Source: an optimization exercise on an open RTL-to-GDS flow (aim: small area). Production flows keep margins and buffers that such runs may drop. Only simulation tests tie the RTL to the original design; equivalence was not proved. No activity file was given, so power comes from the tool's default toggle rates.

==> flow/design.v <==
module ffm_servo_mixer (
    input  wire        clk,
    input  wire        rst,
    input  wire        rx_valid,
    input  wire [7:0]  rx_data,
    output wire [11:0] duty0,
    output wire [11:0] duty1,
    output wire [11:0] duty2,
    output wire [11:0] duty3,
    output wire [11:0] duty4,
    output wire [11:0] duty5,
    output wire [11:0] duty6,
    output wire [2:0]  dout,
    output wire [1:0]  drive_sel,
    output wire        kick
);
    reg  [7:0]  prev;            
    reg         sync;            
    reg  [4:0]  n;               
    reg  [15:0] acc;             
    reg  [11:0] w0, w1, w2, w3, w4, w5;   
    reg  [1:0]  mode;            
    reg  [1:0]  auxd;            
    reg  [13:0] q0, q1, q2, q3;  
    reg  [10:0] p0, p1, p2;      
    reg  [1:0]  sel_r;
    reg  [1:0]  dlo_r;
    reg         kick_r;
    function [15:0] radd(input [15:0] a, input [15:0] b, input ci);
        integer i;
        reg c;
        begin
            c = ci;
            for (i = 0; i < 16; i = i + 1) begin
                radd[i] = a[i] ^ b[i] ^ c;
                c = (a[i] & b[i]) | (a[i] & c) | (b[i] & c);
            end
        end
    endfunction
    function ult(input [15:0] a, input [15:0] b);
        integer i;
        reg c;
        begin
            c = 1'b0;
            for (i = 0; i < 16; i = i + 1)
                c = (~a[i] & b[i]) | (~(a[i] ^ b[i]) & c);
            ult = c;
        end
    endfunction
    function slt(input [15:0] a, input [15:0] b);
        slt = ult({~a[15], a[14:0]}, {~b[15], b[14:0]});
    endfunction
    wire        busy = !sync && (n != 5'd0);
    wire [15:0] n1f  = radd({11'd0, n}, 16'd1, 1'b0);
    wire [4:0]  n1   = n1f[4:0];
    wire        hdr    = (prev == 8'h20) && (rx_data == 8'h40);
    wire [11:0] word12 = {rx_data[3:0], prev};
    wire        rx_go  = rx_valid && !hdr && sync;       
    wire        odd    = n[0];
    wire [3:0]  pair   = n[4:1];
    wire        trl    = odd && (pair == 4'd14);
    wire        ck_ok  = (acc[7:0] == 8'd0) && (acc[15:8] == rx_data);
    wire m0 = (mode == 2'd0);
    wire m1 = (mode == 2'd1);
    wire m2 = (mode == 2'd2);
    wire s_duty = busy && (n == 5'd1 || n == 5'd3 || n == 5'd5);
    wire s_tp0  = busy && (n == 5'd2);
    wire s_tpa  = busy && (n == 5'd4 || n == 5'd6);
    wire s_cmp  = busy && (n == 5'd7 || n == 5'd15 || n == 5'd23 || n == 5'd27);
    wire s_wr   = busy && (n == 5'd8 || n == 5'd16 || n == 5'd24 || n == 5'd28);
    wire s_j8   = busy && (n == 5'd9);
    wire s_j16  = busy && (n == 5'd17);
    wire s_add  = busy && ((n == 5'd13 && m2) || (n == 5'd14 && m1));
    wire s_sub  = busy && ((n == 5'd21 && m2) || (n == 5'd22 && m1));
    wire s_raw  = busy && ((n == 5'd18 && m0) || n == 5'd26);
    wire s_last = busy && (n == 5'd28);
    wire rot    = busy && !(n == 5'd1 || n == 5'd3 || n == 5'd5 || n == 5'd7 || n == 5'd8 ||
                            n == 5'd15 || n == 5'd16 || n == 5'd23);
    wire pump   = busy && (n == 5'd7 || n == 5'd8);
    wire act    = (n == 5'd1 || n == 5'd2) ? 1'b1 : (n == 5'd3 || n == 5'd4) ? !m2 : !m1;
    wire        ngs  = ult(w0, 1500);
    wire        vbig = ult(w0, 1351) || !ult(w0, 1650);
    wire        dead = !ult(w0, 1451) && ult(w0, 1550);
    wire [12:0] vk   = ngs ? (vbig ? 13'd1400 : 13'd1452) : (vbig ? -13'd1600 : -13'd1548);
    wire [15:0] vr   = radd({3'd0, vk}, {3'd0, {1'b0, w0} ^ {13{ngs}}}, ngs);
    wire [11:0] cv   = dead ? 12'd0 : vbig ? vr[11:0] : {1'b0, vr[11:1]};
    wire [11:0] cvd  = (ult(w0, 901) || !ult(w0, 2100)) ? 12'd500 : cv;
    wire [15:0] sx   = pump ? {2'b00, q0} : {{2{q0[13]}}, q0};
    reg         r_use_t, r_dn;
    reg  [15:0] a_op, x_op;
    reg         neg;
    always @* begin
        a_op = acc; x_op = 16'd0; neg = 1'b0;
        if (!busy) begin
            if (hdr) a_op = 16'hFF9F;
            else begin x_op = {8'd0, rx_data}; neg = 1'b1; end
        end else if (s_duty) begin
            a_op = 16'd1500; x_op = act ? {4'd0, cvd} : 16'd0; neg = ngs && act;
        end else if (s_tp0) begin
            a_op = 16'd1500; x_op = {4'd0, cv};
        end else if (s_tpa) begin
            x_op = act ? {4'd0, cv} : 16'd0;
        end else if (s_cmp) begin
            x_op = sx; neg = 1'b1;
        end else if (s_wr) begin
            if (!r_use_t) begin
                a_op = r_dn ? (pump ? -16'd20 : -16'd10) : (pump ? 16'd20 : 16'd10);
                x_op = sx;
            end
        end else if (s_j8) begin
            a_op = m0 ? 16'd0 : -16'd1500; x_op = {4'd0, w0};
        end else if (s_j16) begin
            a_op = 16'd1500; x_op = {4'd0, w0};
        end else if (s_raw) begin
            a_op = 16'd0; x_op = {4'd0, w0};
        end else if (s_add) begin
            x_op = {4'd0, w0};
        end else if (s_sub) begin
            x_op = {4'd0, w0}; neg = 1'b1;
        end
    end
    wire [15:0] sum = radd(a_op, x_op ^ {16{neg}}, neg);
    wire [15:0] t    = acc;
    wire [15:0] dif  = sum;
    wire        snap = slt(1480, t) && slt(t, 1520) && (slt(1750, sx) || slt(sx, 1250));
    wire        up   = pump ? slt(20, dif) : slt(10, dif);
    wire        dn   = pump ? slt(dif, -16'sd20) : slt(dif, -16'sd10);
    always @(posedge clk) begin
        if (rst) begin
            prev   <= 8'h00;
            sync   <= 1'b0;
            n      <= 5'd0;
            q0     <= 14'd1500;
            q1     <= 14'd1500;
            q2     <= 14'd1500;
            q3     <= 14'd1500;
            p0     <= 11'd1500;
            p1     <= 11'd1500;
            p2     <= 11'd1500;
            sel_r  <= 2'd0;
            dlo_r  <= 2'd0;
            kick_r <= 1'b0;
        end else begin
            kick_r <= s_last;
            if (busy) begin
                n <= s_last ? 5'd0 : n1;
                if (rot) begin
                    w0 <= w1; w1 <= w2; w2 <= w3; w3 <= w4; w4 <= w5; w5 <= w0;
                end
                if (s_duty) begin
                    p0 <= p1; p1 <= p2; p2 <= sum[10:0];
                end
                if (s_tp0 || s_tpa || s_j8 || s_j16 || s_raw || s_add || s_sub)
                    acc <= sum;
                if (s_cmp) begin
                    r_use_t <= snap || !(up || dn);
                    r_dn    <= dn;
                end
                if (s_wr) begin
                    q0 <= q1; q1 <= q2; q2 <= q3; q3 <= sum[13:0];
                end
                if (s_last) begin
                    sel_r <= mode;
                    dlo_r <= auxd;
                end
            end else if (rx_valid) begin
                prev <= rx_data;
                if (hdr) begin
                    sync <= 1'b1;
                    n    <= 5'd0;
                    acc  <= sum;
                end else if (sync) begin
                    if (trl) begin
                        sync <= 1'b0;
                        if (ck_ok) begin
                            n    <= 5'd1;        
                            prev <= 8'h00;
                        end else begin
                            n    <= 5'd0;
                        end
                    end else begin
                        n   <= n1;
                        acc <= sum;
                        if (odd && ult({12'd0, pair}, 6)) begin
                            w0 <= w1; w1 <= w2; w2 <= w3; w3 <= w4; w4 <= w5;
                            w5 <= word12;
                        end
                        if (odd && pair == 4'd6)
                            mode <= ult(word12, 1300) ? 2'd0 :
                                    ult(1700, word12) ? 2'd2 : 2'd1;
                        if (odd && pair == 4'd7)
                            auxd <= {ult(1700, word12), !ult(word12, 1300)};
                    end
                end
            end
        end
    end
    function [10:0] dclamp(input [13:0] s);
        dclamp = slt({{2{s[13]}}, s}, 1000) ? 11'd1000 :
                 slt(2000, {{2{s[13]}}, s}) ? 11'd2000 : s[10:0];
    endfunction
    wire        pact = ult(1500, q0);
    wire [15:0] p60  = radd({2'b00, q0}, 16'd60, 1'b0);
    assign duty0 = {1'b0, p0};
    assign duty1 = {1'b0, p1};
    assign duty2 = {1'b0, p2};
    assign duty3 = {1'b0, !pact ? 11'd1500 : ult(1939, q0) ? 11'd2000 : p60[10:0]};
    assign duty4 = {1'b0, dclamp(q1)};
    assign duty5 = {1'b0, dclamp(q2)};
    assign duty6 = {1'b0, dclamp(q3)};
    assign dout      = {pact, dlo_r};
    assign drive_sel = sel_r;
    assign kick      = kick_r;
endmodule
clock: 20.0 ns
lec_check: 0
abc_area: 1
cap_margin: 20
core_margin: 2
core_utilization: 40
slew_margin: 20
standard.sh (not shown) runs the stock make flow with config.mk's settings and CLKGATE_MAP_FILE= SYNTH_SCRIPT=/design/flow/synth_recipe.tcl, a recipe that flattens the netlist after the stock synthesis.
==> flow/flow/run.sh <==
#!/bin/bash
# The standard layout, with three changes:
#  - after the standard synthesis, its combinational cells are re-mapped for
#    area (flow/resynth.sh); the registers stay exactly as synthesized;
#  - the port buffers use the smallest buffer cell;
#  - clock tree synthesis uses larger sink clusters and no dummy loads.
set -euo pipefail
export BUFFER_PORTS_ARGS="-buffer_cell sky130_fd_sc_hd__buf_1"
export CTS_ARGS="-sink_clustering_enable -repair_clock_nets -buf_list sky130_fd_sc_hd__clkbuf_8 -sink_clustering_size 16 -sink_clustering_max_diameter 50 -dont_use_dummy_load"
R=$PWD/orfs/results/$FLOW_PLATFORM/ffm_servo_mixer/base
LIB=$FLOW_HOME/platforms/$FLOW_PLATFORM/lib/sky130_fd_sc_hd__tt_025C_1v80.lib
bash standard.sh synth > flow_1_synth.log 2>&1
cp "$R/1_2_yosys.v" standard_synth.v
bash flow/resynth.sh standard_synth.v resynth.v "$LIB" flow_2_resynth.log
cp resynth.v "$R/1_2_yosys.v"
rm -f "$R/1_synth.odb" "$R/1_synth.sdc"
bash standard.sh > flow_3_layout.log 2>&1
==> flow/flow/resynth.sh <==
#!/bin/bash
# Re-map the combinational logic of the standard synthesis netlist for area.
# Registers (their instances, names and cell types) are left untouched: only
# the combinational standard cells are turned back into logic and mapped
# again with ABC.
# usage: resynth.sh NETLIST_IN NETLIST_OUT LIB YOSYS_LOG
set -euo pipefail
IN=$1; OUT=$2; LIB=$3; LOG=$4
HERE=$(cd "$(dirname "$0")" && pwd)
DU=""
for c in $(grep -o 'sky130_fd_sc_hd__\(probe\|probec\|lpflow\)[a-z0-9_]*' "$FLOW_HOME/platforms/sky130hd/config.mk" | sort -u); do
  DU="$DU -dont_use $c"
done
python3 "$HERE/mkmap.py" "$LIB" "$IN" > cellmap.v
cat > resynth.ys <<EOT
read_liberty -lib $LIB
read_verilog $IN
hierarchy -top $FLOW_TOP
techmap -map cellmap.v
opt -purge
techmap
opt -fast -purge
abc -liberty $LIB $DU -script $HERE/resynth.abc
opt_clean -purge
hilomap -singleton -hicell sky130_fd_sc_hd__conb_1 HI -locell sky130_fd_sc_hd__conb_1 LO
insbuf -buf sky130_fd_sc_hd__buf_4 A X
splitnets
opt_clean -purge
stat -liberty $LIB
write_verilog -noattr -noexpr -nohex -nodec $OUT
EOT
yosys -l "$LOG" -q resynth.ys > /dev/null
Other scripts of this flow, unchanged in this note and not shown: flow/flow/mkmap.py, flow/flow/resynth.abc
Change:
--- a/flow/flow/run.sh
+++ b/flow/flow/run.sh
@@ -7,5 +7,5 @@
 set -euo pipefail
 export BUFFER_PORTS_ARGS="-buffer_cell sky130_fd_sc_hd__buf_1"
-export CTS_ARGS="-sink_clustering_enable -repair_clock_nets -buf_list sky130_fd_sc_hd__clkbuf_8 -sink_clustering_size 16 -sink_clustering_max_diameter 50 -dont_use_dummy_load"
+export CTS_ARGS="-sink_clustering_enable -repair_clock_nets -buf_list sky130_fd_sc_hd__clkbuf_4 -sink_clustering_size 10 -sink_clustering_max_diameter 40 -dont_use_dummy_load"
 R=$PWD/orfs/results/$FLOW_PLATFORM/ffm_servo_mixer/base
 LIB=$FLOW_HOME/platforms/$FLOW_PLATFORM/lib/sky130_fd_sc_hd__tt_025C_1v80.lib
--- a/flow/flow/resynth.sh
+++ b/flow/flow/resynth.sh
@@ -24,5 +24,5 @@
 opt_clean -purge
 hilomap -singleton -hicell sky130_fd_sc_hd__conb_1 HI -locell sky130_fd_sc_hd__conb_1 LO
-insbuf -buf sky130_fd_sc_hd__buf_4 A X
+insbuf -buf sky130_fd_sc_hd__buf_1 A X
 splitnets
 opt_clean -purge
Settings changed: CAP_MARGIN 20 to 5, CORE_UTILIZATION 40 to 70, SLEW_MARGIN 20 to 5.
Non-clock buffer count goes up by 1.
Design area goes down by a few percent.
Power goes down by a little under a tenth.
Die area goes down by well over a third.
Final cell count goes down by roughly a tenth.
First-iteration DRC count goes up by well over a third.
Global-route usage goes up by 17 points.
Worst setup slack gets better by 0.95 ns.
Hold slack gets worse by 0.023 ns.
Routed wire length goes up slightly.
Synthesized cell count does not change.
Change:
--- a/flow/flow/run.sh
+++ b/flow/flow/run.sh
@@ -7,5 +7,5 @@
 set -euo pipefail
 export BUFFER_PORTS_ARGS="-buffer_cell sky130_fd_sc_hd__buf_1"
-export CTS_ARGS="-sink_clustering_enable -repair_clock_nets -buf_list sky130_fd_sc_hd__clkbuf_4 -sink_clustering_size 10 -sink_clustering_max_diameter 40 -dont_use_dummy_load"
+export CTS_ARGS="-sink_clustering_enable -repair_clock_nets -buf_list sky130_fd_sc_hd__clkbuf_16 -sink_clustering_size 25 -sink_clustering_max_diameter 60 -dont_use_dummy_load"
 R=$PWD/orfs/results/$FLOW_PLATFORM/ffm_servo_mixer/base
 LIB=$FLOW_HOME/platforms/$FLOW_PLATFORM/lib/sky130_fd_sc_hd__tt_025C_1v80.lib
--- a/flow/flow/resynth.sh
+++ b/flow/flow/resynth.sh
@@ -24,5 +24,5 @@
 opt_clean -purge
 hilomap -singleton -hicell sky130_fd_sc_hd__conb_1 HI -locell sky130_fd_sc_hd__conb_1 LO
-insbuf -buf sky130_fd_sc_hd__buf_1 A X
+insbuf -buf sky130_fd_sc_hd__buf_4 A X
 splitnets
 opt_clean -purge
Settings changed: CAP_MARGIN 5 to 20, CORE_UTILIZATION 70 to 40, SLEW_MARGIN 5 to 20.
The new run completed without violations.
Hold slack improved by 0.034 ns.
Clock-buffer cell count falls by 9.
Global-route usage falls by 17 points.
Change:
--- a/flow/flow/run.sh
+++ b/flow/flow/run.sh
@@ -7,5 +7,5 @@
 set -euo pipefail
 export BUFFER_PORTS_ARGS="-buffer_cell sky130_fd_sc_hd__buf_1"
-export CTS_ARGS="-sink_clustering_enable -repair_clock_nets -buf_list sky130_fd_sc_hd__clkbuf_16 -sink_clustering_size 25 -sink_clustering_max_diameter 60 -dont_use_dummy_load"
+export CTS_ARGS="-sink_clustering_enable -repair_clock_nets -buf_list sky130_fd_sc_hd__clkbuf_8 -sink_clustering_size 20 -sink_clustering_max_diameter 50 -dont_use_dummy_load"
 R=$PWD/orfs/results/$FLOW_PLATFORM/ffm_servo_mixer/base
 LIB=$FLOW_HOME/platforms/$FLOW_PLATFORM/lib/sky130_fd_sc_hd__tt_025C_1v80.lib
--- a/flow/flow/resynth.sh
+++ b/flow/flow/resynth.sh
@@ -24,5 +24,5 @@
 opt_clean -purge
 hilomap -singleton -hicell sky130_fd_sc_hd__conb_1 HI -locell sky130_fd_sc_hd__conb_1 LO
-insbuf -buf sky130_fd_sc_hd__buf_4 A X
+insbuf -buf sky130_fd_sc_hd__buf_1 A X
 splitnets
 opt_clean -purge
Settings changed: CORE_UTILIZATION 40 to 60.
Outcome:
- The changed run went through all stages and came out clean
- cell area went down by a few percent
- global-route usage increases by 7.8 points
- combinational power went down slightly
- sequential share of layout area went up by 1.3 points
- power drops by roughly a tenth
- routed wire length went down by a little under a tenth
Change:
--- a/flow/flow/run.sh
+++ b/flow/flow/run.sh
@@ -7,5 +7,5 @@
 set -euo pipefail
 export BUFFER_PORTS_ARGS="-buffer_cell sky130_fd_sc_hd__buf_1"
-export CTS_ARGS="-sink_clustering_enable -repair_clock_nets -buf_list sky130_fd_sc_hd__clkbuf_8 -sink_clustering_size 20 -sink_clustering_max_diameter 50 -dont_use_dummy_load"
+export CTS_ARGS="-sink_clustering_enable -repair_clock_nets -buf_list sky130_fd_sc_hd__clkbuf_4 -sink_clustering_size 12 -sink_clustering_max_diameter 45 -dont_use_dummy_load"
 R=$PWD/orfs/results/$FLOW_PLATFORM/ffm_servo_mixer/base
 LIB=$FLOW_HOME/platforms/$FLOW_PLATFORM/lib/sky130_fd_sc_hd__tt_025C_1v80.lib
Settings changed: CORE_UTILIZATION 60 to 40.
=> Routed wire length went up by 6.2%; count of clock-buffer cells in the layout went up by 8; utilization went down by 23 points; sequential share of layout area went down by 0.34 points; cell count went up by about 8%; die area went up by about 50%; critical path depth went up by 1; first-iteration DRC count went down by 16%; synthesized cell count is unchanged; synthesized area stays the same; power went down by about 3.3%.
Change:
--- a/flow/flow/run.sh
+++ b/flow/flow/run.sh
@@ -7,5 +7,5 @@
 set -euo pipefail
 export BUFFER_PORTS_ARGS="-buffer_cell sky130_fd_sc_hd__buf_1"
-export CTS_ARGS="-sink_clustering_enable -repair_clock_nets -buf_list sky130_fd_sc_hd__clkbuf_4 -sink_clustering_size 12 -sink_clustering_max_diameter 45 -dont_use_dummy_load"
+export CTS_ARGS="-sink_clustering_enable -repair_clock_nets -buf_list sky130_fd_sc_hd__clkbuf_4 -sink_clustering_size 10 -sink_clustering_max_diameter 40 -dont_use_dummy_load"
 R=$PWD/orfs/results/$FLOW_PLATFORM/ffm_servo_mixer/base
 LIB=$FLOW_HOME/platforms/$FLOW_PLATFORM/lib/sky130_fd_sc_hd__tt_025C_1v80.lib
Settings changed: CAP_MARGIN 20 to 10, CORE_UTILIZATION 40 to 60, SLEW_MARGIN 20 to 10.
Critical path depth went down by 1. Combinational power falls by about 1%. Core utilization rises by 22 points. Routed wire length is lower by 5.7%. Count of clock-buffer cells in the layout climbs by 1. Non-clock buffer count goes down by 1. Fmax drops by 6.6%. Final area is lower by 1.2%.

-- port drivers added, routing unchanged --
How much do the figures lean on ideal ports? The routed layouts below were timed once more, with nothing changed but the port constraints.
Step 1 (the two cells are an assumption about what drives the block):
set clk [get_ports {clk}]
set_driving_cell -lib_cell sky130_fd_sc_hd__clkbuf_16 $clk
set_driving_cell -lib_cell sky130_fd_sc_hd__buf_2 [delete_from_list [all_inputs] $clk]
Step 2 times the ports against the registers' clock, not the clock port: input delays grow and output delays shrink by t, the midpoint of the rising clock arrivals with the driver on.
Slacks: ideal / step 1 / step 2; pairs: ideal / step 1.
| run | shift t [ns] | setup slack, ns | latest minus earliest clock arrival (ns) |
|---|---|---|---|
| the first run | 0.576 | 9.118 / 9.142 / 8.566 | 0.066 / 0.066 |
| the second run | 0.674 | 10.066 / 10.082 / 9.408 | 0.105 / 0.105 |
| the third run | 0.535 | 9.064 / 9.091 / 8.555 | 0.058 / 0.057 |
| the fourth run | 0.542 | 9.193 / 9.209 / 8.667 | 0.070 / 0.069 |
| the fifth run | 0.691 | 10.026 / 10.049 / 9.358 | 0.072 / 0.072 |
| the sixth run | 0.664 | 9.321 / 9.342 / 8.678 | 0.050 / 0.050 |
After both steps every run listed still meets setup and hold. The setup slack of the fifth run, which loses most, moves by +0.023 ns with the drivers and by -0.668 ns with both steps.
